Background: an optimization exercise with open tools, aiming at small area, a short achievable clock period and few clock cycles per item. Do not read the settings as production practice. Only simulation tests tie the RTL to the original design; equivalence was not proved. Power and IR drop assume default switching activity.

[run.sh]
#!/bin/bash
# synth_recipe.tcl (not shown) runs the flow's synth.tcl, then flattens the netlist and writes it again
# the make line also repeats each setting of config.mk as NAME=value (left out here)
make -C /OpenROAD-flow-scripts/flow DESIGN_CONFIG=/design/flow/config.mk WORK_HOME=/design/flow/orfs CLKGATE_MAP_FILE= SYNTH_SCRIPT=/design/flow/synth_recipe.tcl finish
[config.mk]
export PLATFORM = sky130hd
export DESIGN_NAME = payload_parser
export DESIGN_NICKNAME = payload_parser
export VERILOG_FILES = /design/flow/design.v
export SDC_FILE = /design/flow/constraint.sdc
export NUM_CORES = 4
export LEC_CHECK = 0
export ABC_CLOCK_PERIOD_IN_PS = 5000
export CAP_MARGIN = 20
export CORE_MARGIN = 2
export CORE_UTILIZATION = 40
export SETUP_SLACK_MARGIN = 5
export SLEW_MARGIN = 20
export SYNTH_MEMORY_MAX_BITS = 8192
[constraint.sdc]
create_clock -name core_clock -period 12.5 [get_ports {clk}]
set_input_delay 2.5000 -clock core_clock [delete_from_list [all_inputs] [get_ports {clk}]]
set_output_delay 2.5000 -clock core_clock [all_outputs]
set_load 0.01 [all_outputs]
[design.v]
module pp_div (
    input  wire        clk,
    input  wire        load,       
    input  wire        run,        
    input  wire [15:0] praw,
    input  wire        en,         
    output reg  [27:0] q
);
    reg  [4:0] rem;
    reg  [4:0] m [0:2];
    reg  [1:0] qb;
    reg  [5:0] t;
    integer i;
    always @(*) begin
        m[0] = rem;
        for (i = 0; i < 2; i = i + 1) begin
            t = {m[i], q[27 - i]};
            qb[1 - i] = (t >= 6'd25);
            m[i + 1] = qb[1 - i] ? t - 6'd25 : t[4:0];
        end
    end
    always @(posedge clk) begin
        if (load) begin
            rem <= en ? {1'b0, praw[15:12]} : 5'd0;
            q   <= en ? {praw[11:0], 16'h000C} : 28'd0;
        end else if (run) begin
            rem <= m[2];
            q   <= {q[25:0], qb};
        end
    end
endmodule
module pp_add #(parameter N = 63) (
    input  wire [N-1:0] a,
    input  wire [N-1:0] b,
    input  wire         cin,
    output wire [N-1:0] s
);
    reg [N:0] g, p;
    integer l, i;
    always @(*) begin
        g = {a & b, cin};
        p = {a ^ b, 1'b0};
        for (l = 0; (1 << l) <= N; l = l + 1)
            for (i = N; i >= 0; i = i - 1)
                if (((i + 1) % (1 << (l + 1))) == 0 && i >= (1 << l)) begin
                    g[i] = g[i] | (p[i] & g[i - (1 << l)]);
                    p[i] = p[i] & p[i - (1 << l)];
                end
        for (l = 7; l >= 0; l = l - 1)    
            for (i = N; i >= 0; i = i - 1)
                if ((1 << (l + 1)) <= N + 1 && ((i + 1) % (1 << (l + 1))) == (1 << l) && i >= (1 << (l + 1))) begin
                    g[i] = g[i] | (p[i] & g[i - (1 << l)]);
                    p[i] = p[i] & p[i - (1 << l)];
                end
    end
    assign s = (a ^ b) ^ g[N-1:0];
endmodule
module pp_lnlut (
    input  wire [7:0]         h,
    output wire [28:0]        v,         
    output wire signed [27:0] lnlut      
);
    reg  [2:0]  s;
    reg  [7:0]  m;
    always @(*) begin
        casez (h)
            8'b1???????: begin s = 3'd0; m = h;               end
            8'b01??????: begin s = 3'd1; m = {h[6:0], 1'b0};  end
            8'b001?????: begin s = 3'd2; m = {h[5:0], 2'b0};  end
            8'b0001????: begin s = 3'd3; m = {h[4:0], 3'b0};  end
            8'b00001???: begin s = 3'd4; m = {h[3:0], 4'b0};  end
            8'b000001??: begin s = 3'd5; m = {h[2:0], 5'b0};  end
            default:     begin s = 3'd6; m = {h[1:0], 6'b0};  end
        endcase
    end
    reg [28:0] tv;
    always @(*) begin
        case (m[6:0])
            7'd0: tv = 29'd284069352;
            7'd1: tv = 29'd284199915;
            7'd2: tv = 29'd284329469;
            7'd3: tv = 29'd284458031;
            7'd4: tv = 29'd284585615;
            7'd5: tv = 29'd284712236;
            7'd6: tv = 29'd284837909;
            7'd7: tv = 29'd284962647;
            7'd8: tv = 29'd285086464;
            7'd9: tv = 29'd285209375;
            7'd10: tv = 29'd285331392;
            7'd11: tv = 29'd285452527;
            7'd12: tv = 29'd285572795;
            7'd13: tv = 29'd285692206;
            7'd14: tv = 29'd285810773;
            7'd15: tv = 29'd285928509;
            7'd16: tv = 29'd286045423;
            7'd17: tv = 29'd286161529;
            7'd18: tv = 29'd286276837;
            7'd19: tv = 29'd286391358;
            7'd20: tv = 29'd286505102;
            7'd21: tv = 29'd286618080;
            7'd22: tv = 29'd286730303;
            7'd23: tv = 29'd286841780;
            7'd24: tv = 29'd286952521;
            7'd25: tv = 29'd287062536;
            7'd26: tv = 29'd287171834;
            7'd27: tv = 29'd287280425;
            7'd28: tv = 29'd287388317;
            7'd29: tv = 29'd287495520;
            7'd30: tv = 29'd287602043;
            7'd31: tv = 29'd287707893;
            7'd32: tv = 29'd287813080;
            7'd33: tv = 29'd287917611;
            7'd34: tv = 29'd288021495;
            7'd35: tv = 29'd288124740;
            7'd36: tv = 29'd288227353;
            7'd37: tv = 29'd288329342;
            7'd38: tv = 29'd288430716;
            7'd39: tv = 29'd288531480;
            7'd40: tv = 29'd288631643;
            7'd41: tv = 29'd288731211;
            7'd42: tv = 29'd288830192;
            7'd43: tv = 29'd288928592;
            7'd44: tv = 29'd289026419;
            7'd45: tv = 29'd289123678;
            7'd46: tv = 29'd289220377;
            7'd47: tv = 29'd289316522;
            7'd48: tv = 29'd289412119;
            7'd49: tv = 29'd289507174;
            7'd50: tv = 29'd289601694;
            7'd51: tv = 29'd289695684;
            7'd52: tv = 29'd289789151;
            7'd53: tv = 29'd289882100;
            7'd54: tv = 29'd289974537;
            7'd55: tv = 29'd290066467;
            7'd56: tv = 29'd290157896;
            7'd57: tv = 29'd290248830;
            7'd58: tv = 29'd290339273;
            7'd59: tv = 29'd290429231;
            7'd60: tv = 29'd290518710;
            7'd61: tv = 29'd290607714;
            7'd62: tv = 29'd290696248;
            7'd63: tv = 29'd290784318;
            7'd64: tv = 29'd290871928;
            7'd65: tv = 29'd290959082;
            7'd66: tv = 29'd291045786;
            7'd67: tv = 29'd291132045;
            7'd68: tv = 29'd291217862;
            7'd69: tv = 29'd291303242;
            7'd70: tv = 29'd291388190;
            7'd71: tv = 29'd291472711;
            7'd72: tv = 29'd291556807;
            7'd73: tv = 29'd291640484;
            7'd74: tv = 29'd291723746;
            7'd75: tv = 29'd291806597;
            7'd76: tv = 29'd291889040;
            7'd77: tv = 29'd291971080;
            7'd78: tv = 29'd292052722;
            7'd79: tv = 29'd292133967;
            7'd80: tv = 29'd292214822;
            7'd81: tv = 29'd292295288;
            7'd82: tv = 29'd292375370;
            7'd83: tv = 29'd292455072;
            7'd84: tv = 29'd292534397;
            7'd85: tv = 29'd292613349;
            7'd86: tv = 29'd292691931;
            7'd87: tv = 29'd292770147;
            7'd88: tv = 29'd292847999;
            7'd89: tv = 29'd292925492;
            7'd90: tv = 29'd293002629;
            7'd91: tv = 29'd293079413;
            7'd92: tv = 29'd293155847;
            7'd93: tv = 29'd293231934;
            7'd94: tv = 29'd293307678;
            7'd95: tv = 29'd293383081;
            7'd96: tv = 29'd293458147;
            7'd97: tv = 29'd293532879;
            7'd98: tv = 29'd293607279;
            7'd99: tv = 29'd293681350;
            7'd100: tv = 29'd293755097;
            7'd101: tv = 29'd293828520;
            7'd102: tv = 29'd293901623;
            7'd103: tv = 29'd293974410;
            7'd104: tv = 29'd294046882;
            7'd105: tv = 29'd294119042;
            7'd106: tv = 29'd294190893;
            7'd107: tv = 29'd294262438;
            7'd108: tv = 29'd294333679;
            7'd109: tv = 29'd294404618;
            7'd110: tv = 29'd294475259;
            7'd111: tv = 29'd294545604;
            7'd112: tv = 29'd294615655;
            7'd113: tv = 29'd294685415;
            7'd114: tv = 29'd294754886;
            7'd115: tv = 29'd294824071;
            7'd116: tv = 29'd294892971;
            7'd117: tv = 29'd294961590;
            7'd118: tv = 29'd295029929;
            7'd119: tv = 29'd295097990;
            7'd120: tv = 29'd295165777;
            7'd121: tv = 29'd295233291;
            7'd122: tv = 29'd295300535;
            7'd123: tv = 29'd295367510;
            7'd124: tv = 29'd295434218;
            7'd125: tv = 29'd295500663;
            7'd126: tv = 29'd295566845;
            7'd127: tv = 29'd295632768;
            default: tv = 29'd0;
        endcase
    end
    reg [28:0] kn;
    always @(*) begin
        case (s)
            3'd0: kn = 29'd0;
            3'd1: kn = 29'd525241832;
            3'd2: kn = 29'd513612752;
            3'd3: kn = 29'd501983672;
            3'd4: kn = 29'd490354592;
            3'd5: kn = 29'd478725512;
            3'd6: kn = 29'd467096432;
            default: kn = 29'd0;
        endcase
    end
    reg fix;
    always @(*) begin
        case (h[6:0])
            7'd9: fix = 1'b1;
            7'd17: fix = 1'b1;
            7'd18: fix = 1'b1;
            7'd36: fix = 1'b1;
            7'd95: fix = 1'b1;
            7'd99: fix = 1'b1;
            default: fix = 1'b0;
        endcase
    end
    wire [28:0] vn    = tv + kn + {28'd0, fix & ~h[7]};
    wire        clamp = (h < 8'd3);
    assign v     = clamp ? 29'd218436497 : vn;
    assign lnlut = $signed({1'b0, v}) - 30'sd295698432;
endmodule
module pp_dewpoint (
    input  wire               clk,
    input  wire               rst,
    input  wire               start,      
    input  wire signed [15:0] t_in,       
    input  wire [7:0]         h_in,       
    output wire               fin,        
    output wire               pstep,      
    output wire [24:0]        dew
);
    localparam R     = 4;
    localparam F     = 60;                        
    localparam W     = F + 3;                     
    localparam K_N   = 6;
    localparam K_D0  = 7;
    localparam K_Q0  = 10;
    localparam K_FIN = 16;
    localparam [63:0] C0A = 64'd459945900244992 >> 22;    
    reg  [4:0]   k;
    reg          run;
    reg  [60:0]  y;                 
    reg  [W-1:0] s, c;
    reg  [49:0]  r;                 
    reg          sn;                
    reg          pq;                
    reg  [R-1:0] bpos, bneg;        
    reg  [23:0]  qp, qn;            
    wire [W-1:0] yx = {{(W-61){y[60]}}, y};
    wire [W-1:0] rw = {{(W-50){1'b0}}, r};
    wire [28:0] v_in;
    pp_lnlut u_lut (.h(h_in), .v(v_in), .lnlut());
    wire [21:0] d = $signed({{6{t_in[15]}}, t_in}) * 22'sd25 + 22'sd1555456;
    function [1:0] next_digit;       
        input [W-1:0] sj, cj, aj;
        input         nj;
        reg   [W-1:0] u, v, so, co;
        reg   [3:0]   e;
        begin
            u  = {sj[W-2:0], 1'b0};
            v  = {cj[W-2:0], 1'b0};
            so = u ^ v ^ aj;
            co = {((u & v) | (u & aj) | (v & aj)), 1'b0} | {{(W-1){1'b0}}, nj};
            e  = so[W-2:W-5] + co[W-2:W-5];
            next_digit = {~e[3], e[3] & ~(&e)};
        end
    endfunction
    reg  [W-1:0] rs [0:R];
    reg  [W-1:0] rc [0:R];
    reg  [R-1:0] dp, dn;            
    reg  [R-1:0] pos, neg;          
    integer j;
    reg  [W-1:0] s2, c2, a;
    reg  [3:0]   est;
    reg  [1:0]   cp, cm, cz;
    always @(*) begin
        rs[0] = s;
        rc[0] = c;
        for (j = 0; j < R; j = j + 1) begin
            if (j == 0) begin
                s2  = {s[W-2:0], 1'b0};
                c2  = {c[W-2:0], 1'b0};
                est = s2[W-1:W-4] + c2[W-1:W-4];
                dp[R-1] = ~est[3];
                dn[R-1] = est[3] & ~(&est);
            end else begin
                cp = next_digit(rs[j-1], rc[j-1], yx, 1'b0);
                cm = next_digit(rs[j-1], rc[j-1], ~yx, 1'b1);
                cz = next_digit(rs[j-1], rc[j-1], {W{1'b0}}, 1'b0);
                {dp[R-1-j], dn[R-1-j]} = pos[R-j] ? cp : (neg[R-j] ? cm : cz);
            end
            pos[R-1-j] = pq ? dn[R-1-j] : bpos[R-1-j];
            neg[R-1-j] = pq ? dp[R-1-j] : bneg[R-1-j];
            s2 = {rs[j][W-2:0], 1'b0};
            c2 = {rc[j][W-2:0], 1'b0};
            a  = ({W{pos[R-1-j]}} & yx) | ({W{neg[R-1-j]}} & ~yx);
            rs[j+1] = s2 ^ c2 ^ a;
            rc[j+1] = {((s2 & c2) | (s2 & a) | (c2 & a)), 1'b0} | {{(W-1){1'b0}}, neg[R-1-j]};
        end
    end
    reg  [W-1:0] xa, xb, xc;
    reg          cin;
    always @(*) begin
        xa = rs[1];  xb = rc[1];  xc = {W{1'b0}};  cin = 1'b0;      
        case (k)
            5'd1:     begin xa = {rw[W-2:0], 1'b0}; xb = rw; end                           
            5'd2:     begin xa = {rw[W-6:0], 5'd0}; xb = {rw[W-5:0], 4'd0}; xc = ~rw; cin = 1'b1; end  
            K_N:      begin xa = rs[2]; xb = rc[2]; end                        
            K_Q0 - 2: begin xa = {rw[W-22:0], 21'd0}; xb = ~yx; cin = 1'b1; end    
            K_Q0 - 1: begin xa = {rw[W-5:0], 4'd0}; xb = {rw[W-4:0], 3'd0}; xc = rw; end  
            default: ;
        endcase
    end
    wire [W-1:0] xs = xa ^ xb ^ xc;
    wire [W-1:0] xk = {((xa & xb) | (xa & xc) | (xb & xc)), 1'b0};
    wire [W-1:0] sum;
    pp_add #(.N(W)) u_add (.a(xs), .b(xk), .cin(cin), .s(sum));
    wire [24:0] qu  = {qp, dp[R-1]} - {qn, dn[R-1]};
    wire [24:0] qh  = {1'b0, qu[24:1]} ^ {25{sn}};
    wire [24:0] qh1 = qh + 25'd1;
    wire        inc = (qu[0] & ~sum[W-1]) ^ sn;
    assign dew   = inc ? qh1 : qh;
    assign fin   = run && (k == K_FIN);
    assign pstep = run && (k <= 5'd14);
    localparam [11:0] C1519 = 12'd1519;
    wire [4:0]   kn = k + 5'd1;
    reg  [R-1:0] nb;
    reg          nneg;
    always @(*) begin
        nb = {R{1'b0}};
        nneg = 1'b0;
        if (!run)
            nb = d[21:18];
        else case (kn)
            5'd2: nb = d[17:14];
            5'd3: nb = d[13:10];
            5'd4: nb = d[9:6];
            5'd5: nb = d[5:2];
            5'd6: nb = {d[1:0], 2'b00};
            5'd7: begin nb = C1519[11:8]; nneg = sum[W-1]; end
            5'd8: begin nb = C1519[7:4];  nneg = sn; end
            5'd9: begin nb = C1519[3:0];  nneg = sn; end
            default: ;
        endcase
    end
    always @(posedge clk) begin
        if (rst) begin
            run <= 1'b0;
            k   <= 5'd0;
        end else if (start) begin
            run <= 1'b1;
            k   <= 5'd1;
        end else if (run) begin
            k <= k + 5'd1;
            if (k == K_FIN) run <= 1'b0;
        end
        bpos <= nb & ~{R{nneg}};
        bneg <= nb & {R{nneg}};
        if (!run) begin
            r  <= {28'd0, d};
            y  <= {32'd0, v_in};
            s  <= -C0A[W-1:0];
            c  <= {W{1'b0}};
            pq <= 1'b0;
        end else begin
            pq <= (kn >= K_Q0) && (kn <= K_FIN);
            if (k == K_N) begin
                s <= {W{1'b0}};
                c <= {W{1'b0}};
            end else begin
                s <= rs[R];
                c <= rc[R];
            end
            if (k == 5'd1 || k == 5'd2 || k == K_Q0 - 2)
                r <= sum[49:0];
            if (k == K_N) begin
                y  <= sum[60:0];
                sn <= sum[W-1];
            end
            if (k == K_Q0 - 1)
                y <= {sum[54:0], 6'd0};
            if (pq) begin
                qp <= {qp[19:0], dp};
                qn <= {qn[19:0], dn};
            end
        end
    end
endmodule
module payload_parser (
    input  wire        clk,
    input  wire        rst,        
    input  wire        we,
    input  wire [6:0]  addr,
    input  wire [31:0] wdata,
    output reg  [31:0] rdata,
    output wire        irq
);
    localparam P_IDLE = 2'd0, P_WALK = 2'd2, P_DONE = 2'd3;
    localparam E_NONE = 2'd0, E_PORT = 2'd1, E_FORMAT = 2'd2, E_TRUNC = 2'd3;
    reg [31:0] port_r;
    reg [7:0]  plen;
    reg [7:0]  pbuf [0:15];
    reg        ie;
    reg [1:0]  phase;
    reg [3:0]  widx;
    reg [3:0]  cur;
    reg [7:0]  flags;
    reg [1:0]  err;
    reg        val0, val1, valenv;
    reg [15:0] r_vbat;
    reg [7:0]  r_boot;
    reg [15:0] r_temp;
    reg [7:0]  r_hum;
    reg [24:0] r_dew;
    wire [27:0] r_p;
    wire busy = (phase == P_WALK);
    assign irq = (phase == P_DONE) && ie;
    wire        is_pbuf  = (addr[6:4] == 3'b100);
    wire        is_word  = ~addr[6];
    wire [3:0]  word     = addr[5:2];
    wire wr_ctrl = we && is_word && (word == 4'h0);
    wire wr_port = we && is_word && (word == 4'h2);
    wire wr_plen = we && is_word && (word == 4'h3);
    wire wr_pbuf = we && is_pbuf;
    wire cmd_clear = wr_ctrl && wdata[1] && !busy;
    wire cmd_start = wr_ctrl && !wdata[1] && wdata[0] && !busy;
    wire [31:0] status = {22'd0, phase, 2'd0, err, 1'b0,
                          (phase == P_DONE) && (err == E_NONE),
                          (phase == P_DONE), busy};
    wire [14:0] hum100 = {r_hum, 6'd0} + {1'b0, r_hum, 5'd0} + {5'd0, r_hum, 2'd0};
    always @(*) begin
        rdata = 32'd0;
        if (is_pbuf) begin
            rdata = {24'd0, pbuf[addr[3:0]]};
        end else if (is_word) begin
            case (word)
                4'h0: rdata = {29'd0, ie, 2'b00};
                4'h1: rdata = status;
                4'h2: rdata = port_r;
                4'h3: rdata = {24'd0, plen};
                4'h4: rdata = {24'd0, flags};
                4'h5: rdata = {28'd0, cur};
                4'h6: rdata = {28'd0, widx};
                4'h7: rdata = {25'd0, {5{valenv}}, val1, val0};
                4'h8: rdata = {{12{r_vbat[15]}}, r_vbat, 4'd0};
                4'h9: rdata = {24'd0, r_boot};
                4'hA: rdata = {{8{r_temp[15]}}, r_temp, 8'd0};
                4'hB: rdata = {4'd0, r_p};
                4'hC: rdata = {9'd0, hum100, 8'd0};
                4'hD: rdata = {{7{r_dew[24]}}, r_dew};
                4'hE: rdata = valenv ? 32'h6E6F6E65 : 32'd0;
                default: rdata = 32'd0;
            endcase
        end
    end
    wire [7:0] f      = pbuf[1];
    wire hdr_port_bad = (port_r != 32'd1);
    wire hdr_len0     = (plen == 8'd0);
    wire hdr_tag_bad  = (pbuf[0] != 8'h27);
    wire hdr_len1     = (plen < 8'd2);
    wire hdr_bad      = hdr_port_bad | hdr_len0 | hdr_tag_bad | hdr_len1;
    wire [3:0] c1 = f[0] ? 4'd4 : 4'd2;            
    wire [3:0] c2 = c1 + {3'd0, f[1]};             
    wire [3:0] c3 = c2 + (f[3] ? 4'd5 : 4'd0);     
    wire fail0 = f[0] && (plen < 8'd4);
    wire fail1 = !fail0 && f[1] && (plen < {4'd0, c1} + 8'd1);
    wire fail3 = !fail0 && !fail1 && f[3] && (plen < {4'd0, c2} + 8'd5);
    wire walk_ok = !fail0 && !fail1 && !fail3;
    wire ok = !hdr_bad && walk_ok;
    reg [1:0] n_err;
    reg [3:0] n_cur, n_widx;
    always @(*) begin
        if (hdr_port_bad)     begin n_err = E_PORT;   n_cur = 4'd0; n_widx = 4'd0; end
        else if (hdr_len0)    begin n_err = E_TRUNC;  n_cur = 4'd0; n_widx = 4'd0; end
        else if (hdr_tag_bad) begin n_err = E_FORMAT; n_cur = 4'd0; n_widx = 4'd0; end
        else if (hdr_len1)    begin n_err = E_TRUNC;  n_cur = 4'd0; n_widx = 4'd0; end
        else if (fail0)       begin n_err = E_TRUNC;  n_cur = 4'd2; n_widx = 4'd0; end
        else if (fail1)       begin n_err = E_TRUNC;  n_cur = c1;   n_widx = 4'd1; end
        else if (fail3)       begin n_err = E_TRUNC;  n_cur = c2;   n_widx = 4'd3; end
        else                  begin n_err = E_NONE;   n_cur = c3;   n_widx = 4'd8; end
    end
    wire [7:0] boot_b = f[0] ? pbuf[4] : pbuf[2];
    reg  [7:0] e0, e1, e2, e3, e4;
    always @(*) begin
        case (c2[1:0])
            2'd2:    begin e0 = pbuf[2]; e1 = pbuf[3]; e2 = pbuf[4]; e3 = pbuf[5]; e4 = pbuf[6]; end
            2'd3:    begin e0 = pbuf[3]; e1 = pbuf[4]; e2 = pbuf[5]; e3 = pbuf[6]; e4 = pbuf[7]; end
            2'd0:    begin e0 = pbuf[4]; e1 = pbuf[5]; e2 = pbuf[6]; e3 = pbuf[7]; e4 = pbuf[8]; end
            default: begin e0 = pbuf[5]; e1 = pbuf[6]; e2 = pbuf[7]; e3 = pbuf[8]; e4 = pbuf[9]; end
        endcase
    end
    wire v0 = ok && f[0];
    wire v1 = ok && f[1];
    wire ve = ok && f[3];
    wire dew_start = cmd_start && ve;
    wire dew_fin;
    wire dew_pstep;
    wire [24:0] dew_q;
    pp_dewpoint u_dew (
        .clk(clk), .rst(rst), .start(dew_start),
        .t_in(busy ? r_temp : {e0, e1}), .h_in(e4), .fin(dew_fin), .pstep(dew_pstep), .dew(dew_q)
    );
    pp_div u_pdiv (
        .clk(clk), .load(rst || cmd_start || cmd_clear), .run(dew_pstep),
        .praw({e2, e3}), .en(!rst && cmd_start && ve), .q(r_p)
    );
    integer i;
    always @(posedge clk) begin
        if (rst) begin
            port_r <= 32'd0;
            plen   <= 8'd0;
            for (i = 0; i < 16; i = i + 1)
                pbuf[i] <= 8'd0;
            ie     <= 1'b0;
            phase  <= P_IDLE;
            widx   <= 4'd0;
            cur    <= 4'd0;
            flags  <= 8'd0;
            err    <= E_NONE;
            val0   <= 1'b0;
            val1   <= 1'b0;
            valenv <= 1'b0;
            r_vbat <= 16'd0;
            r_boot <= 8'd0;
            r_temp <= 16'd0;
            r_hum  <= 8'd0;
            r_dew  <= 25'd0;
        end else begin
            if (wr_ctrl)
                ie <= wdata[2];
            if (!busy) begin
                if (wr_port) port_r <= wdata;
                if (wr_plen) plen <= wdata[7:0];
                if (wr_pbuf) pbuf[addr[3:0]] <= wdata[7:0];
            end
            if (cmd_clear) begin
                phase  <= P_IDLE;
                widx   <= 4'd0;
                cur    <= 4'd0;
                flags  <= 8'd0;
                err    <= E_NONE;
                val0   <= 1'b0;
                val1   <= 1'b0;
                valenv <= 1'b0;
                r_vbat <= 16'd0;
                r_boot <= 8'd0;
                r_temp <= 16'd0;
                r_hum  <= 8'd0;
                r_dew  <= 25'd0;
            end else if (cmd_start) begin
                phase  <= ve ? P_WALK : P_DONE;
                widx   <= n_widx;
                cur    <= n_cur;
                flags  <= hdr_bad ? 8'd0 : f;
                err    <= n_err;
                val0   <= v0;
                val1   <= v1;
                valenv <= ve;
                r_vbat <= v0 ? {pbuf[2], pbuf[3]} : 16'd0;
                r_boot <= v1 ? boot_b : 8'd0;
                r_temp <= ve ? {e0, e1} : 16'd0;
                r_hum  <= ve ? e4 : 8'd0;
                r_dew  <= 25'd0;
            end else if (dew_fin) begin
                r_dew  <= dew_q;
                phase  <= P_DONE;
            end
        end
    end
endmodule
==> metrics.cfg, run 1 <==
[floorplanning]
rows=132
ios=75
core_area_sq_um=130000
start_util_pct=40.4
fp.dieH_microns=366
die_w_microns=366
fp.dieArea_sq_um=134000

[yosys]
async_reset_ff_share_pct=0
yosysTopAreaCellShare_pct=14.9
yosysTopAreaCell=edfxtp_1
synth_area_leaders=edfxtp_1 15%, fa_1 15%, dfxtp_1 13%
synth-seq-cells=595
synth_flop_cell=dfxtp_1
yosys_warnings=8
yosys.cell_types.count=101
synth_edf_count=261
postSynthCellCount=6149
synth_seq_area_share_pct=27.7
syn-num-nets=6832
avgSynthCellArea_sq_um=8.53
synth_area_sq_um=52400

[routing]
drtAntennaViolNets=0
dr.pass1.iters=12
vias=48800
drtIter0Drc=6434
wl_per_cell_microns=25.2
drc=0
viasPerCell=6.17
drt_wl_total_microns=199000

[global_route]
overflow=0
grt_usage_pct=28.4
grt_first_pass_wirelength_microns=297000
grt_max_degree=190
antenna_found_initial=6
grt_pass1_vias=46700

[critical_path]
cp_slowest_cell=fa_1
crit_path_start_kind=flip-flop
crit_arrival_ns=8.98
critPathMaxStageDelay_ns=0.62
crit_fanout=5
worst-setup-path-type=flip-flop to flip-flop
endpoint_kind=flip-flop
worstPathRequired_ns=13.09

[sta]
report.final.hold_viol_count=0
finalSetupViolations=0
hold_slack_ns=0.446
worst_pin_slew_ns=1.08
rsz0062_at_grt=true
period_share_pct=67.2
report.final.slew_viol_count=0
slew_headroom_pct=28.1
fin_skew_ns=0.0336
setup_ws_ns=4.11
min_period_ns=8.39
setup_tns_ns=0
fmax_mhz=119

[clocking]
worstSkewPairLatency_ns=0.71
h-tree-depth=3
path_clk_slew_ns=0.06
cts_tree=built
numCtsBuffers=73
cts_sinks=595
cts_buffer_depth=3
cts_root_buf=clkbuf_16

[finish]
final_common_cell=nand2_1
final_cell_mix=734 x nand2_1, 489 x a21oi_1, 483 x nor2_1
drive_above_1_share_pct=14.9
area_growth_syn_to_layout_pct=17.0
final_nets=6802

[place]
globalplace.congestion=0.955
dp_slack_ns=2.65
io_buffers=74
dpl.hpwl_microns=136000

[pwr]
power_w=0.00979
ir_drop_mv=0.137
power_leakage_nw=25.0
power.density_nw_per_um2=160

[worst_hold_path]
hold_class=flip-flop to flip-flop

[run_status]
outcome=timing/DRC/antenna clean

[job]
cap_viol_max_count=0

==> per-stage QoR <==
step	util (%)	area [sq um]	std cells
floorplan	-	52600	6149
finish	47.3	61400	7921
global placement	42.0	54500	7585
CTS	46.1	59800	7852
global route	47.3	61400	7920
detailed placement	42.0	54500	7585
==> path summary, 6_finish.rpt <==
check | from | to | slack [ns] | cells past startpoint
min | val1 | val1 | 0.45 | 2
max | u_dew.c[57] | r_dew[8] | 4.11 | 37
max reg2reg | u_dew.c[57] | r_dew[8] | 4.11 | 37
min reg2reg | val1 | val1 | 0.45 | 2
==> registers in the layout, indices dropped and copies added, names as in the netlist, 5 cells and up <==
register    cells
r_temp         16
u_pdiv.rem      5
u_dew.s        62
pbuf          128
r_dew          25
r_hum           8
u_dew.r        50
u_dew.qp       24
flags           8
r_boot          8
u_dew.qn       24
r_vbat         16
u_dew.k         5
port_r         32
u_dew.y        61
plen            8
u_pdiv.q       28
u_dew.c        61
==> final cells by class <==
| class | instances | area (sq um) |
|---|---|---|
| tap | 1742 | 2180 |
| clock buffer | 99 | 2060 |
| sequential | 595 | 14600 |
| inverter | 458 | 1780 |
| fill | 12500 | 68400 |
| multi-input combinational | 4638 | 36900 |
| antenna | 1 | 2.50 |
| timing repair buffer | 353 | 3530 |
| clock inverter | 35 | 408 |
==> what timing repair did <==
action	in CTS	in global routing
pin swaps	139	128
hold buffers	0	0
setup endpoints to repair	291	254
gates cloned	11	7
resized for setup	399	237
setup buffers	122	60
==> cell usage after synthesis, drive strengths merged, types with 60 or more instances <==
cell type  number
a22oi          90
fa            385
xnor2         118
clkbuf        384
o21ai         405
nand3         100
nand2         761
xor2           63
ha            256
a222oi         60
and2          149
o22ai          66
edfxtp        261
nor2          515
nor3           92
a21o           92
a21oi         544
dfxtp         334
inv           456
buf            79
and3          108
==> worst max-delay path: cells and delay by family, from the launching register on <==
kind                       cells  cell delay [ns]
adders and majority gates      6             2.50
and+or+nand+nor                5             1.31
AOI/OAI and AO/OA             11             2.17
buffers and inverters         12             1.32
DFF                            1             0.37
xor gates and xnor gates       3             0.59
==> metal layers <==
metal	up-vias	wire length (microns)	GRT usage, %
li1	21700	-	-
met1	24000	85100	40.6
met2	2636	87000	43.2
met3	439	19300	4.63
met4	6	7830	10.5
met5	-	46	0
==> cells by family after synthesis <==
| logic type | share of synthesized area (%) |
|---|---|
| flops | 27.7 |
| mux | 3.35 |
| buf+inv | 6.64 |
| xor+xnor | 3.08 |
| fa+ha+maj | 20.8 |
| simple gates | 16.6 |
| compound gates | 21.8 |
==> power breakdown <==
part / leakage, nW / switching (W) / internal (W)
Combinational: 18.5 / 0.00300 / 0.00212
Clock: 1.19 / 0.000963 / 0.00124
Sequential: 5.35 / 0.000283 / 0.00218
Total: 25.0 / 0.00425 / 0.00554
Testbench counts, summed over its fixed seeds: cycles 17,608, items 480.
==> inputs of run 2 (changes only) <==
--- a/design.v
+++ b/design.v
@@ -29,32 +29,6 @@
         end
     end
 endmodule
-module pp_add #(parameter N = 63) (
-    input  wire [N-1:0] a,
-    input  wire [N-1:0] b,
-    input  wire         cin,
-    output wire [N-1:0] s
-);
-    reg [N:0] g, p;
-    integer l, i;
-    always @(*) begin
-        g = {a & b, cin};
-        p = {a ^ b, 1'b0};
-        for (l = 0; (1 << l) <= N; l = l + 1)
-            for (i = N; i >= 0; i = i - 1)
-                if (((i + 1) % (1 << (l + 1))) == 0 && i >= (1 << l)) begin
-                    g[i] = g[i] | (p[i] & g[i - (1 << l)]);
-                    p[i] = p[i] & p[i - (1 << l)];
-                end
-        for (l = 7; l >= 0; l = l - 1)    
-            for (i = N; i >= 0; i = i - 1)
-                if ((1 << (l + 1)) <= N + 1 && ((i + 1) % (1 << (l + 1))) == (1 << l) && i >= (1 << (l + 1))) begin
-                    g[i] = g[i] | (p[i] & g[i - (1 << l)]);
-                    p[i] = p[i] & p[i - (1 << l)];
-                end
-    end
-    assign s = (a ^ b) ^ g[N-1:0];
-endmodule
 module pp_lnlut (
     input  wire [7:0]         h,
     output wire [28:0]        v,         
@@ -245,7 +219,9 @@
     input  wire [7:0]         h_in,       
     output wire               fin,        
     output wire               pstep,      
-    output wire [24:0]        dew
+    output wire [24:0]        dew0,       
+    output wire [24:0]        dew1,
+    output wire               dinc
 );
     localparam R     = 4;
     localparam F     = 60;                        
@@ -263,7 +239,9 @@
     reg          sn;                
     reg          pq;                
     reg  [R-1:0] bpos, bneg;        
-    reg  [23:0]  qp, qn;            
+    reg          ylast;             
+    wire [23:0]  qp = r[23:0];      
+    wire [23:0]  qn = r[47:24];
     wire [W-1:0] yx = {{(W-61){y[60]}}, y};
     wire [W-1:0] rw = {{(W-50){1'b0}}, r};
     wire [28:0] v_in;
@@ -323,7 +301,8 @@
         case (k)
             5'd1:     begin xa = {rw[W-2:0], 1'b0}; xb = rw; end                           
             5'd2:     begin xa = {rw[W-6:0], 5'd0}; xb = {rw[W-5:0], 4'd0}; xc = ~rw; cin = 1'b1; end  
-            K_N:      begin xa = rs[2]; xb = rc[2]; end                        
+            K_N:      begin xa = {rs[1][W-2:0], 1'b0}; xb = {rc[1][W-2:0], 1'b0};   
+                            xc = {W{ylast}} & yx; end                          
             K_Q0 - 2: begin xa = {rw[W-22:0], 21'd0}; xb = ~yx; cin = 1'b1; end    
             K_Q0 - 1: begin xa = {rw[W-5:0], 4'd0}; xb = {rw[W-4:0], 3'd0}; xc = rw; end  
             default: ;
@@ -331,13 +310,13 @@
     end
     wire [W-1:0] xs = xa ^ xb ^ xc;
     wire [W-1:0] xk = {((xa & xb) | (xa & xc) | (xb & xc)), 1'b0};
-    wire [W-1:0] sum;
-    pp_add #(.N(W)) u_add (.a(xs), .b(xk), .cin(cin), .s(sum));
+    wire [W-1:0] sum = xs + xk + {{(W-1){1'b0}}, cin};
     wire [24:0] qu  = {qp, dp[R-1]} - {qn, dn[R-1]};
     wire [24:0] qh  = {1'b0, qu[24:1]} ^ {25{sn}};
     wire [24:0] qh1 = qh + 25'd1;
-    wire        inc = (qu[0] & ~sum[W-1]) ^ sn;
-    assign dew   = inc ? qh1 : qh;
+    assign dinc  = (qu[0] & ~sum[W-1]) ^ sn;     
+    assign dew0  = qh;
+    assign dew1  = qh1;
     assign fin   = run && (k == K_FIN);
     assign pstep = run && (k <= 5'd14);
     localparam [11:0] C1519 = 12'd1519;
@@ -354,7 +333,7 @@
             5'd3: nb = d[13:10];
             5'd4: nb = d[9:6];
             5'd5: nb = d[5:2];
-            5'd6: nb = {d[1:0], 2'b00};
+            5'd6: nb = {d[1], 3'b000};
             5'd7: begin nb = C1519[11:8]; nneg = sum[W-1]; end
             5'd8: begin nb = C1519[7:4];  nneg = sn; end
             5'd9: begin nb = C1519[3:0];  nneg = sn; end
@@ -374,7 +353,9 @@
         end
         bpos <= nb & ~{R{nneg}};
         bneg <= nb & {R{nneg}};
+        ylast <= d[0];
         if (!run) begin
+            sn <= 1'b0;
             r  <= {28'd0, d};
             y  <= {32'd0, v_in};
             s  <= -C0A[W-1:0];
@@ -397,10 +378,8 @@
             end
             if (k == K_Q0 - 1)
                 y <= {sum[54:0], 6'd0};
-            if (pq) begin
-                qp <= {qp[19:0], dp};
-                qn <= {qn[19:0], dn};
-            end
+            if (pq)
+                r <= {2'b00, qn[19:0], dn, qp[19:0], dp};
         end
     end
 endmodule
@@ -513,10 +492,12 @@
     wire dew_start = cmd_start && ve;
     wire dew_fin;
     wire dew_pstep;
-    wire [24:0] dew_q;
+    wire [24:0] dew0, dew1;
+    wire        dinc;
     pp_dewpoint u_dew (
         .clk(clk), .rst(rst), .start(dew_start),
-        .t_in(busy ? r_temp : {e0, e1}), .h_in(e4), .fin(dew_fin), .pstep(dew_pstep), .dew(dew_q)
+        .t_in(busy ? r_temp : {e0, e1}), .h_in(e4), .fin(dew_fin), .pstep(dew_pstep),
+        .dew0(dew0), .dew1(dew1), .dinc(dinc)
     );
     pp_div u_pdiv (
         .clk(clk), .load(rst || cmd_start || cmd_clear), .run(dew_pstep),
@@ -542,7 +523,6 @@
             r_boot <= 8'd0;
             r_temp <= 16'd0;
             r_hum  <= 8'd0;
-            r_dew  <= 25'd0;
         end else begin
             if (wr_ctrl)
                 ie <= wdata[2];
@@ -564,7 +544,6 @@
                 r_boot <= 8'd0;
                 r_temp <= 16'd0;
                 r_hum  <= 8'd0;
-                r_dew  <= 25'd0;
             end else if (cmd_start) begin
                 phase  <= ve ? P_WALK : P_DONE;
                 widx   <= n_widx;
@@ -578,11 +557,14 @@
                 r_boot <= v1 ? boot_b : 8'd0;
                 r_temp <= ve ? {e0, e1} : 16'd0;
                 r_hum  <= ve ? e4 : 8'd0;
-                r_dew  <= 25'd0;
             end else if (dew_fin) begin
-                r_dew  <= dew_q;
                 phase  <= P_DONE;
             end
         end
     end
+    wire        dew_zero = rst || cmd_clear || cmd_start;
+    wire [24:0] dew_c0 = dew_zero ? 25'd0 : (dew_fin ? dew0 : r_dew);
+    wire [24:0] dew_c1 = dew_zero ? 25'd0 : (dew_fin ? dew1 : r_dew);
+    always @(posedge clk)
+        r_dew <= dinc ? dew_c1 : dew_c0;
 endmodule
--- a/config.mk
+++ b/config.mk
@@ -5,6 +5,7 @@
 export SDC_FILE = /design/flow/constraint.sdc
 export NUM_CORES = 4
 export LEC_CHECK = 0
+export ABC_AREA = 1
 export ABC_CLOCK_PERIOD_IN_PS = 5000
 export CAP_MARGIN = 20
 export CORE_MARGIN = 2
==> run 2 against run 1 <==
  * Critical endpoint is now u_dew.y[23]
  * Register-to-register slack better by 0.90 ns
  * Worst setup slack better by 0.90 ns
  * Count of clock-buffer cells in the layout down 7
  * Critical path type unchanged
  * Design area shrank 3.3%
  * Combinational power is 9.0% lower
  * Power is 6.6% lower
  * Synthesized cell count grew 19%
==> metrics.cfg, run 2 <==
[floorplanning]
core_area_sq_um=132000
fp.dieH_microns=368
rows=133
start_util_pct=40.4
die_w_microns=368
fp.dieArea_sq_um=136000
ios=75

[yosys]
synth_common_cells=1333 x nand2_1, 1205 x inv_1, 722 x nor2_1
synth_seq_area_share_pct=25.1
yosysTopAreaCell=edfxtp_1
async_reset_ff_share_pct=0
synth_area_leaders=edfxtp_1 13%, fa_1 13%, dfxtp_1 12%
yosysTopAreaCellShare_pct=13.4
avgSynthCellArea_sq_um=7.24
synth_area_sq_um=53100
yosys_warnings=7
yosys.cell_types.count=70
synth-seq-cells=548
yosysMostFrequentCell=nand2_1
synth_edf_count=237
syn-num-nets=7988
postSynthCellCount=7336
synth_flop_cell=dfxtp_1

[place]
io_buffers=74
dpl.hpwl_microns=171000
globalplace.congestion=1.08

[sta]
fmax_mhz=133
finalSetupViolations=0
report.final.slew_viol_count=0
slew_headroom_pct=23.8
setup_tns_ns=0
worst_pin_slew_ns=1.13
period_share_pct=60.0
rsz0062_at_grt=true
min_period_ns=7.49
report.final.hold_viol_count=0
fin_skew_ns=0.0495
hold_slack_ns=0.467

[finish]
top_regs=pbuf x128, u_dew.s x62
final_common_cell=nand2_1
fin_util_pct=45.1
largest_register_ffs=128
area_growth_syn_to_layout_pct=11.7
drive_above_1_share_pct=7.27
final_cell_mix=1307 x nand2_1, 1174 x inv_1, 704 x nor2_1
final_nets=7928
top_register=pbuf

[critical_path]
cp_slowest_cell=o41ai_1
crit_path_start_kind=flip-flop
crit_path_frequent_cell=nand2_1
worstPathRequired_ns=12.96
critPathMaxStageDelay_ns=0.65
worst-setup-path-type=flip-flop to flip-flop
crit_arrival_ns=7.96
crit_fanout=38
endpoint_kind=flip-flop

[routing]
drtIter0Drc=7444
drtAntennaViolNets=0
dr.pass1.iters=9
drt_wl_total_microns=235000
wl_per_cell_microns=25.8
vias=54800
viasPerCell=6.03
drc=0

[clocking]
numCtsBuffers=72
worstSkewPairLatency_ns=0.71
h-tree-depth=3
cts_hold_buf=0
cts_sinks=548
cts_root_buf=clkbuf_16
path_clk_slew_ns=0.06
cts_tree=built
cts_buffer_depth=3

[run_status]
outcome=timing/DRC/antenna clean

[global_route]
grt_max_degree=81
grt_pass1_vias=51300
grt_first_pass_wirelength_microns=336000
antenna_found_initial=12
overflow=0
grt_usage_pct=32.5

[job]
cap_viol_max_count=0

[pwr]
power_leakage_nw=26.5
ir_drop_mv=0.107
power.density_nw_per_um2=154

[worst_hold_path]
hold_class=flip-flop to flip-flop

## run 2: cell types whose count changed after synthesis, sizes merged, moves of 60 or more
cell    previous run  this run
a21o              92        12
a21oi            544       366
a222oi            60         0
a31oi             51       122
and2             149         2
and3             108         1
clkbuf           384       260
inv              456      1237
nand2            761      1350
nand3            100       282
nor2             515       740
o21ai            405       713
o22ai             66       222
xnor2            118        40
## run 2: area by class of cell
cell class | instances | area [sq um]
fillers | 13500 | 72300
multi-input cells | 5179 | 34200
flip-flops and latches | 548 | 13400
inverters | 1250 | 4850
repair buffers | 221 | 2250
well taps | 1755 | 2200
clock buffers | 92 | 1970
clock inverters | 41 | 458
repair inverters | 4 | 31.3
diodes | 3 | 7.51
## run 2: power by group
part	switching (W)	leakage (nW)	internal [W]	total [W]
sequential	0.000277	5.03	0.00203	0.00230
clock	0.000945	1.16	0.00124	0.00218
combinational	0.00315	20.3	0.00151	0.00467
total	0.00438	26.5	0.00477	0.00915
## run 2: cells by family after synthesis
group | after synthesis | synth area share (%)
AND/OR/NAND/NOR | 2525 | 19.6
buffers and inverters | 1611 | 11.7
flip-flops | 548 | 25.1
adder cells (fa/ha/maj) | 610 | 19.4
XOR/XNOR | 126 | 2.08
AO/OA/AOI/OAI | 1916 | 22.2
## run 2: worst max-delay path, delay by kind of cell (launching register included)
kind	cells	cell delay (ns)
adder cells (fa/ha/maj)	2	0.84
AND/OR/NAND/NOR	9	1.59
flip-flops	1	0.33
buffers and inverters	8	1.63
AO/OA/AOI/OAI	10	2.77
## run 2: routing by layer
metal / vias up / track usage (%) / part of all wire, %
li1: 24500 / - / -
met1: 26500 / 46.9 / 42
met2: 3314 / 47.8 / 41
met3: 545 / 6.33 / 12
met4: 20 / 12.5 / 4.2
met5: - / 0 / 0.054
## run 2: per-stage QoR
step / cells / setup slack [ns] / area (sq um) / power [W]
6_report: 9093 / 5.01 / 59300 / 0.00915
3_5_place_dp: 8876 / 3.63 / 55200 / 0.00669
2_1_floorplan: 7336 / 5.95 / 53100 / 0.00520
3_3_place_gp: 8875 / 3.68 / 55200 / 0.00672
5_1_grt: 9090 / 4.90 / 59300 / 0.00972
4_1_cts: 9048 / 4.85 / 58400 / 0.00893
## run 2: worst paths after layout
| path | slack (ns) | cells past startpoint | start | to |
|---|---|---|---|---|
| worst max-delay path | 5.01 | 29 | pbuf[1][0] | u_dew.y[23] |
| worst min-delay path | 0.47 | 2 | r_vbat[2] | r_vbat[2] |
| worst max register to register | 5.01 | 29 | pbuf[1][0] | u_dew.y[23] |
| worst min register to register | 0.47 | 2 | r_vbat[2] | r_vbat[2] |
## run 2: what timing repair did
action,CTS,global route
pin swaps,16,14
setup buffers,37,25
gates cloned,2,17
hold endpoints to repair,0,0
endpoints found under the setup margin,242,223
gates resized for setup,160,131
Testbench counts of run 2, summed over its fixed seeds: cycles 17,608, items 480.
==> inputs of run 3 (changes only) <==
--- a/config.mk
+++ b/config.mk
@@ -5,7 +5,6 @@
 export SDC_FILE = /design/flow/constraint.sdc
 export NUM_CORES = 4
 export LEC_CHECK = 0
-export ABC_AREA = 1
 export ABC_CLOCK_PERIOD_IN_PS = 5000
 export CAP_MARGIN = 20
 export CORE_MARGIN = 2
==> run 3 against run 2 <==
  * Critical endpoint is now rdata[0]
  * Still clean
  * Area after synthesis decreased by 0.76%
  * Sequential share of layout area about the same
  * Register-to-register slack improved by 0.12 ns
  * Critical path depth decreased by 19
  * Maximum frequency decreased by 0.71%
  * Synthesized cell count decreased by 13%
==> metrics.cfg, run 3 <==
[routing]
drc=0
drtAntennaViolNets=0
vias=51100
dr.pass1.iters=17
drt_wl_total_microns=213000
wl_per_cell_microns=26.5
viasPerCell=6.37
drtIter0Drc=7441

[job]
cap_viol_max_count=0

[finish]
fin_util_pct=45.3
top_regs=pbuf x128, u_dew.s x62
final_nets=6864
fin_area_sq_um=59400
final_common_cell=nand2_1
largest_register_ffs=128
drive_above_1_share_pct=10.1
final_cell_mix=651 x nand2_1, 591 x nor2_1, 578 x a21oi_1
top_register=pbuf
nFillCells=13000
fin_cells=8023
area_growth_syn_to_layout_pct=12.6

[floorplanning]
die_w_microns=367
fp.dieH_microns=367
fp.dieArea_sq_um=135000
core_area_sq_um=131000
start_util_pct=40.2
ios=75
rows=133

[yosys]
syn-num-nets=7028
synth_mux_area_share_pct=2.99
postSynthCellCount=6376
synth_seq_area_share_pct=25.3
yosysTopAreaCell=edfxtp_1
yosys_warnings=7
synth_compound_area_share_pct=24.8
synth_area_sq_um=52700
synth-seq-cells=548
avgSynthCellArea_sq_um=8.27
synth_common_cells=662 x nand2_1, 605 x nor2_1, 601 x a21oi_1
yosysTopAreaCellShare_pct=13.5
yosys.area_share.simple_pct=16.6
synth_edf_count=237
async_reset_ff_share_pct=0
synth_flop_cell=dfxtp_1
synth_top_family_by_area=compound AO/OA/AOI/OAI gates
synth_xor_area_share_pct=3.32
synth_area_leaders=edfxtp_1 13%, fa_1 13%, dfxtp_1 12%
yosysMostFrequentCell=nand2_1
synth-adder-area-share_pct=19.5
yosys.cell_types.count=102

[sta]
period_share_pct=60.4
min_period_ns=7.55
worst_pin_slew_ns=1.22
fmax_mhz=132
report.final.hold_viol_count=0
finalSetupViolations=0
report.final.slew_viol_count=0
fin_skew_ns=0.0568
rsz0062_at_grt=true
slew_headroom_pct=17.4
setup_tns_ns=0

[global_route]
antenna_found_initial=10
grt_usage_pct=30.1
grt_max_degree=146
grt_pass1_vias=47900
grt_first_pass_wirelength_microns=314000
overflow=0

[pwr]
power.density_nw_per_um2=163
power_w=0.00967
ir_drop_mv=0.119
power_leakage_nw=24.6

[critical_path]
endpoint_kind=output pin
crit_path_start_kind=input port
crit_fanout=28
worstPathRequired_ns=10.00
rrSetupSlack_ns=5.13
worst-setup-path-type=input port to output pin
crit_arrival_ns=5.05

[place]
io_buffers=74
dpl.hpwl_microns=147000
dp_cells=7780
place_area_sq_um=54600
globalplace.congestion=1.00

[run_status]
outcome=timing/DRC/antenna clean

[clocking]
path_clk_slew_ns=0.06
worstSkewPairLatency_ns=0.70
cts_buffer_depth=3
h-tree-depth=3
numCtsBuffers=68
cts_sinks=548
cts_tree=built
cts_root_buf=clkbuf_16

[worst_hold_path]
hold_class=flip-flop to flip-flop

-- run 3: cell types whose count changed after synthesis, sizes merged, moves of 61 or more --
cell	change
a21o	+86
a21oi	+238
a222oi	+97
and2	+151
and3	+153
clkbuf	+175
inv	-721
nand2	-688
nand3	-206
nor2	-135
o2111ai	-61
o21ai	-327
o22ai	-186
xnor2	+92
-- run 3: logic make-up (layout without fill, tap and decap cells) --
kind of cell | Yosys count | in the layout
AOI/OAI and AO/OA | 1965 | 1972
and+or+nand+nor | 1925 | 1929
buffers and inverters | 1032 | 909
adders and majority gates | 610 | 610
DFF | 548 | 548
xor gates and xnor gates | 196 | 196
muxes | 100 | 101
other | 0 | 3
-- run 3: stage by stage --
step / hold slack, ns / setup WS, ns
finish: 0.437 / 4.95
global route: 0.459 / 4.88
CTS: 0.437 / 4.79
detailed placement: 0.429 / 3.12
global placement: 0.423 / 3.13
floorplan: 0.410 / 5.19
-- run 3: area by class of cell --
type / instances / area (sq um) / area share (%)
Inverter: 517 / 1980 / 3.34
Sequential cell: 548 / 13400 / 22.5
Tap cell: 1755 / 2200 / 3.70
Multi-Input combinational cell: 4808 / 36700 / 61.8
Timing Repair Buffer: 269 / 2670 / 4.50
Clock inverter: 39 / 591 / 0.995
Antenna cell: 3 / 7.51 / 0.0126
Clock buffer: 84 / 1870 / 3.15
-- run 3: where the power goes --
group	switching [W]	internal, W	leakage, nW
sequential	0.000408	0.00205	4.97
combinational	0.00313	0.00189	18.5
clock	0.000911	0.00127	1.17
total	0.00445	0.00521	24.6
-- run 3: worst max-delay path: stages --
cell,delay [ns]
clkdlybuf4s50_1,0.45
buf_12,0.18
clkinvlp_4,0.12
nor2_4,0.06
and3_4,0.21
a222oi_1,0.79
nand3_1,0.23
a21oi_2,0.22
o21ai_1,0.11
clkbuf_2,0.16
-- run 3: repair_timing --
action / CTS / global route
endpoints found under the hold margin: 0 / 0
pin swaps: 26 / 41
endpoints found under the setup margin: 264 / 222
cloned: 11 / 9
hold buffers: 0 / 0
buffers inserted: 38 / 59
resized for setup: 157 / 170
-- run 3: final timing paths --
kind / startpoint / to / cells after the start
max: addr[5] / rdata[0] / 10
min: val1 / val1 / 2
max reg2reg: pbuf[1][0] / u_dew.y[26] / 31
min reg2reg: val1 / val1 / 2
-- run 3: metal layers --
metal  wire (microns)  GRT usage, %  vias to the layer above
li1                 -             -                    22500
met1            87000          42.1                    24900
met2            90900          45.3                     3111
met3            24100          6.26                      576
met4            10700          12.0                       14
met5               92             0                        -
==> inputs of run 4 (changes only) <==
--- a/config.mk
+++ b/config.mk
@@ -6,9 +6,9 @@
 export NUM_CORES = 4
 export LEC_CHECK = 0
 export ABC_CLOCK_PERIOD_IN_PS = 5000
-export CAP_MARGIN = 20
+export CAP_MARGIN = 30
 export CORE_MARGIN = 2
-export CORE_UTILIZATION = 40
+export CORE_UTILIZATION = 55
 export SETUP_SLACK_MARGIN = 5
-export SLEW_MARGIN = 20
+export SLEW_MARGIN = 40
 export SYNTH_MEMORY_MAX_BITS = 8192
==> run 4 against run 3 <==
  * Still clean on timing, DRC and antenna
  * Die area down 27%
  * Power decreased by 0.17%
  * First-iteration DRC count rose by 9.5%
  * Register-to-register slack got worse by 0.10 ns
  * Critical path depth shrank 1
  * Worst setup slack better by 0.062 ns
  * Final cell count down 6.0%
  * Design area down 1.1%
  * Area after synthesis stayed put
  * Synthesized cell count stayed put
  * Clock power down 6%
  * Largest cell class unchanged
  * Highest routed layer unchanged
==> metrics.cfg, run 4 <==
[finish]
area_growth_syn_to_layout_pct=11.4
final_nets=6867
final_common_cell=nand2_1
seqCellArea_sq_um=13400
final_cell_mix=652 x nand2_1, 591 x nor2_1, 564 x a21oi_1
largest_register_ffs=128
fin_area_sq_um=58700
nFillCells=8505
top_register=pbuf
drive_above_1_share_pct=10.5
top_regs=pbuf x128, u_dew.s x62
multiInputGateArea_sq_um=36600

[floorplanning]
ios=75
die_w_microns=314
start_util_pct=55.5
core_area_sq_um=95000
rows=113
fp.dieArea_sq_um=98300
fp.dieH_microns=314

[yosys]
synth-seq-cells=548
yosys.area_share.simple_pct=16.6
yosysMostFrequentCell=nand2_1
yosysTopAreaCell=edfxtp_1
synth_common_cells=662 x nand2_1, 605 x nor2_1, 601 x a21oi_1
yosys.cell_types.count=102
synth_top_family_by_area=compound AO/OA/AOI/OAI gates
synth_edf_count=237
syn-num-nets=7028
synth_area_sq_um=52700
synth_area_leaders=edfxtp_1 13%, fa_1 13%, dfxtp_1 12%
yosysTopAreaCellShare_pct=13.5
postSynthCellCount=6376
synth_xor_area_share_pct=3.32
async_reset_ff_share_pct=0
synth_seq_area_share_pct=25.3
yosys_warnings=7
avgSynthCellArea_sq_um=8.27
synth_compound_area_share_pct=24.8
synth-adder-area-share_pct=19.5
synth_flop_cell=dfxtp_1
synth_mux_area_share_pct=2.99

[critical_path]
crit_fanout=28
worst-setup-path-type=input port to output pin
endpoint_kind=output pin
crit_arrival_ns=4.99
worstPathRequired_ns=10.00
crit_path_start_kind=input port

[sta]
fmax_mhz=134
fin_skew_ns=0.0600
worst_pin_slew_ns=1.01
setup_ws_ns=5.01
setup_tns_ns=0
rsz0062_at_grt=true
finalSetupViolations=0
slew_headroom_pct=32.0
report.final.hold_viol_count=0
min_period_ns=7.49
period_share_pct=59.9
report.final.slew_viol_count=0

[clocking]
path_clk_slew_ns=0.06
cts_tree=built
numCtsBuffers=69
worstSkewPairLatency_ns=0.68
cts_hold_buf=0
cts_root_buf=clkbuf_16
cts_sinks=548
cts_buffer_depth=3
h-tree-depth=3

[global_route]
grt_max_degree=100
antenna_found_initial=4
grt_usage_pct=39.8
overflow=0
grt_first_pass_wirelength_microns=301000
grt_pass1_vias=47400

[pwr]
power_leakage_nw=24.5
power.density_nw_per_um2=164
ir_drop_mv=0.235

[place]
place_area_sq_um=54100
dp_slack_ns=3.39
io_buffers=74
globalplace.congestion=1.02
dpl.hpwl_microns=141000

[run_status]
outcome=timing/DRC/antenna clean

[worst_hold_path]
hold_class=flip-flop to flip-flop

[routing]
drtAntennaViolNets=0
drtIter0Drc=8146
drc=0
viasPerCell=6.80
vias=51300
dr.pass1.iters=12
wl_per_cell_microns=27.3
drt_wl_total_microns=206000

[job]
cap_viol_max_count=0

-- run 4: metal layers --
layer	GRT usage (%)	part of all wire [%]	vias to the layer above
li1	-	-	22500
met3	9.57	13	631
met5	0	0.020	-
met2	57.8	42	3485
met1	56.3	40	24600
met4	17.9	5.1	6
-- run 4: worst max-delay path: stages --
cell	delay, ns
clkdlybuf4s50_1	0.52
buf_12	0.20
clkinvlp_4	0.16
buf_4	0.17
nor4_4	0.27
buf_6	0.20
a21oi_1	0.08
a31oi_1	0.25
clkdlybuf4s50_1	0.60
-- run 4: path summary, 6_finish.rpt --
| path | endpoint | cells past startpoint | start | slack, ns |
|---|---|---|---|---|
| min reg2reg | val1 | 2 | val1 | 0.45 |
| max reg2reg | r_dew[2] | 31 | u_dew.c[59] | 5.03 |
| min | val1 | 2 | val1 | 0.45 |
| max | rdata[19] | 9 | addr[5] | 5.01 |
-- run 4: final cells by class --
cell class              instances  area share (%)
diodes                          4          0.0170
well taps                    1265            2.70
clock inverters                33           0.599
clock buffers                  92            3.26
repair buffers                279            4.95
multi-input cells            4800            62.3
inverters                     517            3.39
flip-flops and latches        548            22.8
-- run 4: through the flow --
step	power, W	hold WS, ns	cells	utilization [%]
2_1_floorplan	0.00555	0.410	6376	-
3_3_place_gp	0.00710	0.429	7295	56.8
3_5_place_dp	0.00713	0.437	7302	57.0
4_1_cts	0.00929	0.446	7461	60.2
5_1_grt	0.0102	0.479	7534	61.8
6_report	0.00965	0.451	7538	61.8
-- run 4: what timing repair did --
action / in CTS / in global routing
pin swaps: 18 / 46
buffers inserted: 26 / 61
gates cloned: 8 / 12
endpoints found under the setup margin: 268 / 211
resized for setup: 133 / 203
-- run 4: where the power goes --
group / total [W] / internal (W) / switching, W
clock: 0.00204 / 0.00114 / 0.000902
combinational: 0.00514 / 0.00194 / 0.00321
sequential: 0.00246 / 0.00205 / 0.000410
-- run 4: logic make-up after synthesis --
| logic type | count (synthesis) |
|---|---|
| compound gates | 1965 |
| simple gates | 1925 |
| buf+inv | 1032 |
| fa+ha+maj | 610 |
| flops | 548 |
| xor+xnor | 196 |
| mux | 100 |
==> inputs of run 5 (changes only) <==
--- a/design.v
+++ b/design.v
@@ -31,7 +31,9 @@
 endmodule
 module pp_lnlut (
     input  wire [7:0]         h,
-    output wire [28:0]        v,         
+    output wire [28:0]        tva,       
+    output wire [28:0]        kna,
+    output wire               fixa,
     output wire signed [27:0] lnlut      
 );
     reg  [2:0]  s;
@@ -206,10 +208,11 @@
             default: fix = 1'b0;
         endcase
     end
-    wire [28:0] vn    = tv + kn + {28'd0, fix & ~h[7]};
-    wire        clamp = (h < 8'd3);
-    assign v     = clamp ? 29'd218436497 : vn;
-    assign lnlut = $signed({1'b0, v}) - 30'sd295698432;
+    wire clamp = (h < 8'd3);
+    assign tva   = clamp ? 29'd218436497 : tv;
+    assign kna   = clamp ? 29'd0 : kn;
+    assign fixa  = ~clamp & fix & ~h[7];
+    assign lnlut = $signed({1'b0, tva + kna + {28'd0, fixa}}) - 30'sd295698432;
 endmodule
 module pp_dewpoint (
     input  wire               clk,
@@ -244,8 +247,9 @@
     wire [23:0]  qn = r[47:24];
     wire [W-1:0] yx = {{(W-61){y[60]}}, y};
     wire [W-1:0] rw = {{(W-50){1'b0}}, r};
-    wire [28:0] v_in;
-    pp_lnlut u_lut (.h(h_in), .v(v_in), .lnlut());
+    wire [28:0] tva, kna;
+    wire        fixa;
+    pp_lnlut u_lut (.h(h_in), .tva(tva), .kna(kna), .fixa(fixa), .lnlut());
     wire [21:0] d = $signed({{6{t_in[15]}}, t_in}) * 22'sd25 + 22'sd1555456;
     function [1:0] next_digit;       
         input [W-1:0] sj, cj, aj;
@@ -298,7 +302,9 @@
     reg          cin;
     always @(*) begin
         xa = rs[1];  xb = rc[1];  xc = {W{1'b0}};  cin = 1'b0;      
-        case (k)
+        if (!run) begin                                                   
+            xa = {34'd0, tva};  xb = {34'd0, kna};  cin = fixa;
+        end else case (k)
             5'd1:     begin xa = {rw[W-2:0], 1'b0}; xb = rw; end                           
             5'd2:     begin xa = {rw[W-6:0], 5'd0}; xb = {rw[W-5:0], 4'd0}; xc = ~rw; cin = 1'b1; end  
             K_N:      begin xa = {rs[1][W-2:0], 1'b0}; xb = {rc[1][W-2:0], 1'b0};   
@@ -357,7 +363,7 @@
         if (!run) begin
             sn <= 1'b0;
             r  <= {28'd0, d};
-            y  <= {32'd0, v_in};
+            y  <= {32'd0, sum[28:0]};
             s  <= -C0A[W-1:0];
             c  <= {W{1'b0}};
             pq <= 1'b0;
--- a/config.mk
+++ b/config.mk
@@ -6,9 +6,9 @@
 export NUM_CORES = 4
 export LEC_CHECK = 0
 export ABC_CLOCK_PERIOD_IN_PS = 5000
-export CAP_MARGIN = 30
+export CAP_MARGIN = 20
 export CORE_MARGIN = 2
-export CORE_UTILIZATION = 55
+export CORE_UTILIZATION = 40
 export SETUP_SLACK_MARGIN = 5
-export SLEW_MARGIN = 40
+export SLEW_MARGIN = 20
 export SYNTH_MEMORY_MAX_BITS = 8192
==> run 5 against run 4 <==
  * Clock skew down 0.020 ns
  * Worst setup slack worse by 0.44 ns
  * Power down 4.1%
  * Wire length up 16%
  * Die area up 36%
  * Synthesized cell count up 0.25%
  * Via count up 3.5%
  * Critical path type is now flip-flop to flip-flop
  * Highest routed layer unchanged
==> metrics.cfg, run 5 <==
[yosys]
yosys_warnings=7
yosys.area_share.simple_pct=17.1
yosys.cell_types.count=98
postSynthCellCount=6392
synth_area_sq_um=52400
synth_seq_area_share_pct=25.4
yosysTopAreaCellShare_pct=13.6
synth_area_leaders=edfxtp_1 14%, fa_1 14%, dfxtp_1 12%
synth_edf_count=237
synth_mux_area_share_pct=2.98
synth-seq-cells=548
synth_compound_area_share_pct=24.6
synth_common_cells=833 x nand2_1, 507 x inv_1, 504 x a21oi_1
synth-adder-area-share_pct=19.3
yosysMostFrequentCell=nand2_1
synth_top_family_by_area=compound AO/OA/AOI/OAI gates
syn-num-nets=7030
async_reset_ff_share_pct=0
avgSynthCellArea_sq_um=8.20
yosysTopAreaCell=edfxtp_1
synth_xor_area_share_pct=3.02
synth_flop_cell=dfxtp_1

[floorplanning]
die_w_microns=366
fp.dieArea_sq_um=134000
core_area_sq_um=130000
start_util_pct=40.4
fp.dieH_microns=366
rows=132
ios=75

[clocking]
h-tree-depth=3
path_clk_slew_ns=0.06
cts_sinks=548
cts_root_buf=clkbuf_16
numCtsBuffers=72
cts_buffer_depth=3
worstSkewPairLatency_ns=0.71
cts_hold_buf=0
cts_tree=built

[pwr]
pwr-share-seq_pct=26.6
combPwrFrac_pct=50.1
power_leakage_nw=24.7
ir_drop_mv=0.125
power.density_nw_per_um2=148
pwr-share-clk_pct=23.3
intPower_w=0.00504
switching_power_w=0.00422
switching_share_pct=45.6

[finish]
final_cell_mix=809 x nand2_1, 487 x inv_1, 426 x o21ai_0
multiInputGateArea_sq_um=38000
fin_cells=8219
seqCellArea_sq_um=13400
drive_above_1_share_pct=16.4
largest_register_ffs=128
nFillCells=12600
top_regs=pbuf x128, u_dew.s x62
top_register=pbuf
final_nets=7052
fin_util_pct=48.2
final_common_cell=nand2_1
area_growth_syn_to_layout_pct=19.3

[global_route]
antenna_found_initial=7
grt_max_degree=115
grt_usage_pct=33.5
overflow=0
grt_first_pass_wirelength_microns=341000
grt_pass1_vias=49400

[routing]
viasPerCell=6.45
drtIter0Drc=8102
vias=53000
dr.pass1.iters=12
drc=0
drt_wl_total_microns=240000
drtAntennaViolNets=0
wl_per_cell_microns=29.2

[job]
cap_viol_max_count=0

[run_status]
outcome=timing/DRC/antenna clean

[sta]
report.final.hold_viol_count=0
setup_tns_ns=0
rsz0062_at_grt=true
fmax_mhz=126
fin_skew_ns=0.0405
finalSetupViolations=0
slew_headroom_pct=23.8
setup_ws_ns=4.57
report.final.slew_viol_count=0
period_share_pct=63.4
worst_pin_slew_ns=1.14
min_period_ns=7.93

[critical_path]
worst-setup-path-type=flip-flop to flip-flop
critPathMaxStageDelay_ns=0.51
endpoint_kind=flip-flop
worstPathRequired_ns=13.05
cp_slowest_cell=a222oi_1
crit_path_start_kind=flip-flop
cp.buffers_inverters=9
crit_arrival_ns=8.48
crit_family=compound AO/OA/AOI/OAI gates
crit_fanout=8

[place]
globalplace.congestion=1.01
io_buffers=74
dpl.hpwl_microns=164000
dp_slack_ns=1.62
dp_cells=7790

[worst_hold_path]
hold_class=flip-flop to flip-flop

-- run 5: cell count changes after synthesis, sizes merged, moves of 16 or more --
cell / before / now
a311oi: 20 / 36
a21o: 98 / 77
a221o: 38 / 4
a21oi: 604 / 504
o21ai: 386 / 464
o22ai: 36 / 77
a222oi: 97 / 78
nand3: 76 / 103
a22oi: 77 / 130
nand2: 662 / 833
buf: 80 / 104
nor2: 605 / 449
and3: 154 / 128
a22o: 54 / 38
-- run 5: cell type report --
cell class	count	share of cell area, %
Sequential cell	548	21.4
Clock buffer	98	3.23
Tap cell	1742	3.48
Inverter	515	3.27
Antenna cell	4	0.0160
Timing Repair inverter	6	0.0840
Timing Repair Buffer	456	7.30
Clock inverter	35	0.552
Multi-Input combinational cell	4815	60.7
-- run 5: cells by family after synthesis --
kind of cell	Yosys count
simple gates	1967
compound gates	1960
buf+inv	1040
fa+ha+maj	596
flops	548
xor+xnor	179
mux	102
-- run 5: what timing repair did --
item	CTS	global route
setup endpoints to repair	299	249
setup buffers	155	98
resized for setup	367	336
gates cloned	19	20
pin swaps	105	122
-- run 5: final timing paths --
path | cells past startpoint | slack [ns] | start | end
worst max-delay path | 34 | 4.57 | pbuf[1][0] | r_dew[11]
worst min-delay path | 2 | 0.45 | val1 | val1
worst max register to register | 34 | 4.57 | pbuf[1][0] | r_dew[11]
worst min register to register | 2 | 0.45 | val1 | val1
-- run 5: worst min-delay path, cell delays in order, from the launching register on --
cell and delay, ns:
dfxtp_1 0.31, nand2_1 0.05, nand2_1 0.04
-- run 5: through the flow --
stage	cell area [sq um]	hold slack, ns	total power (W)
after floorplan	52600	0.410	0.00500
after global placement	54400	0.419	0.00637
after detailed placement	54400	0.436	0.00639
after CTS	59900	0.443	0.00883
after global routing	62500	0.470	0.00975
final	62500	0.447	0.00926
-- run 5: per-layer routing --
metal	vias up	GRT usage, %	routed length (microns)
met5	-	0	17
met3	658	6.99	28700
met4	2	15.7	13700
li1	22900	-	-
met2	3377	49.9	102000
met1	26100	46.4	95600
-- run 5: power groups by stage --
stage / Combinational, W / Clock [W] / Sequential [W]
global route: 0.00505 / 0.00225 / 0.00245
CTS: 0.00422 / 0.00218 / 0.00242
floorplan: 0.00283 / 0 / 0.00216
finish: 0.00464 / 0.00216 / 0.00246
global placement: 0.00391 / 0 / 0.00246
detailed placement: 0.00393 / 0 / 0.00246
Testbench counts of run 5, summed over its fixed seeds: cycles 17,608, items 480.

## afterwards: timing with drivers on the ports
The results above use ideal ports. As a check the final layouts listed here were re-extracted and re-timed, cells and wires unchanged. Step 1 sets driving cells, clkbuf_16 on the clock port and buf_2 on the other inputs (assumed; they add their load-dependent delay and slew). Step 2 adds t to the input delays and takes it off the output delays; t is the mean of the earliest and latest rising clock arrival at the registers after step 1. Input paths then give back, and output paths get back, about the clock's delay inside the block. a / b / c = no drivers / after step 1 / after step 2; a / b = the first two.
run	shift t [ns]	setup WS [ns]	slew at the worst register clock pin (ns)	pins driven straight from the clock port
run 1	0.768	4.106 / 4.106 / 4.106	0.07 / 0.07	1
run 2	0.757	5.006 / 5.006 / 5.006	0.07 / 0.07	1
run 3	0.745	4.952 / 4.932 / 4.932	0.07 / 0.07	1
run 4	0.727	5.015 / 4.992 / 4.992	0.07 / 0.07	1
run 5	0.769	4.570 / 4.570 / 4.570	0.07 / 0.07	1
After both steps setup and hold are still met in every run listed. For run 4, which loses most, drivers alone change the setup slack by -0.023 ns; drivers and shift together by -0.023 ns.
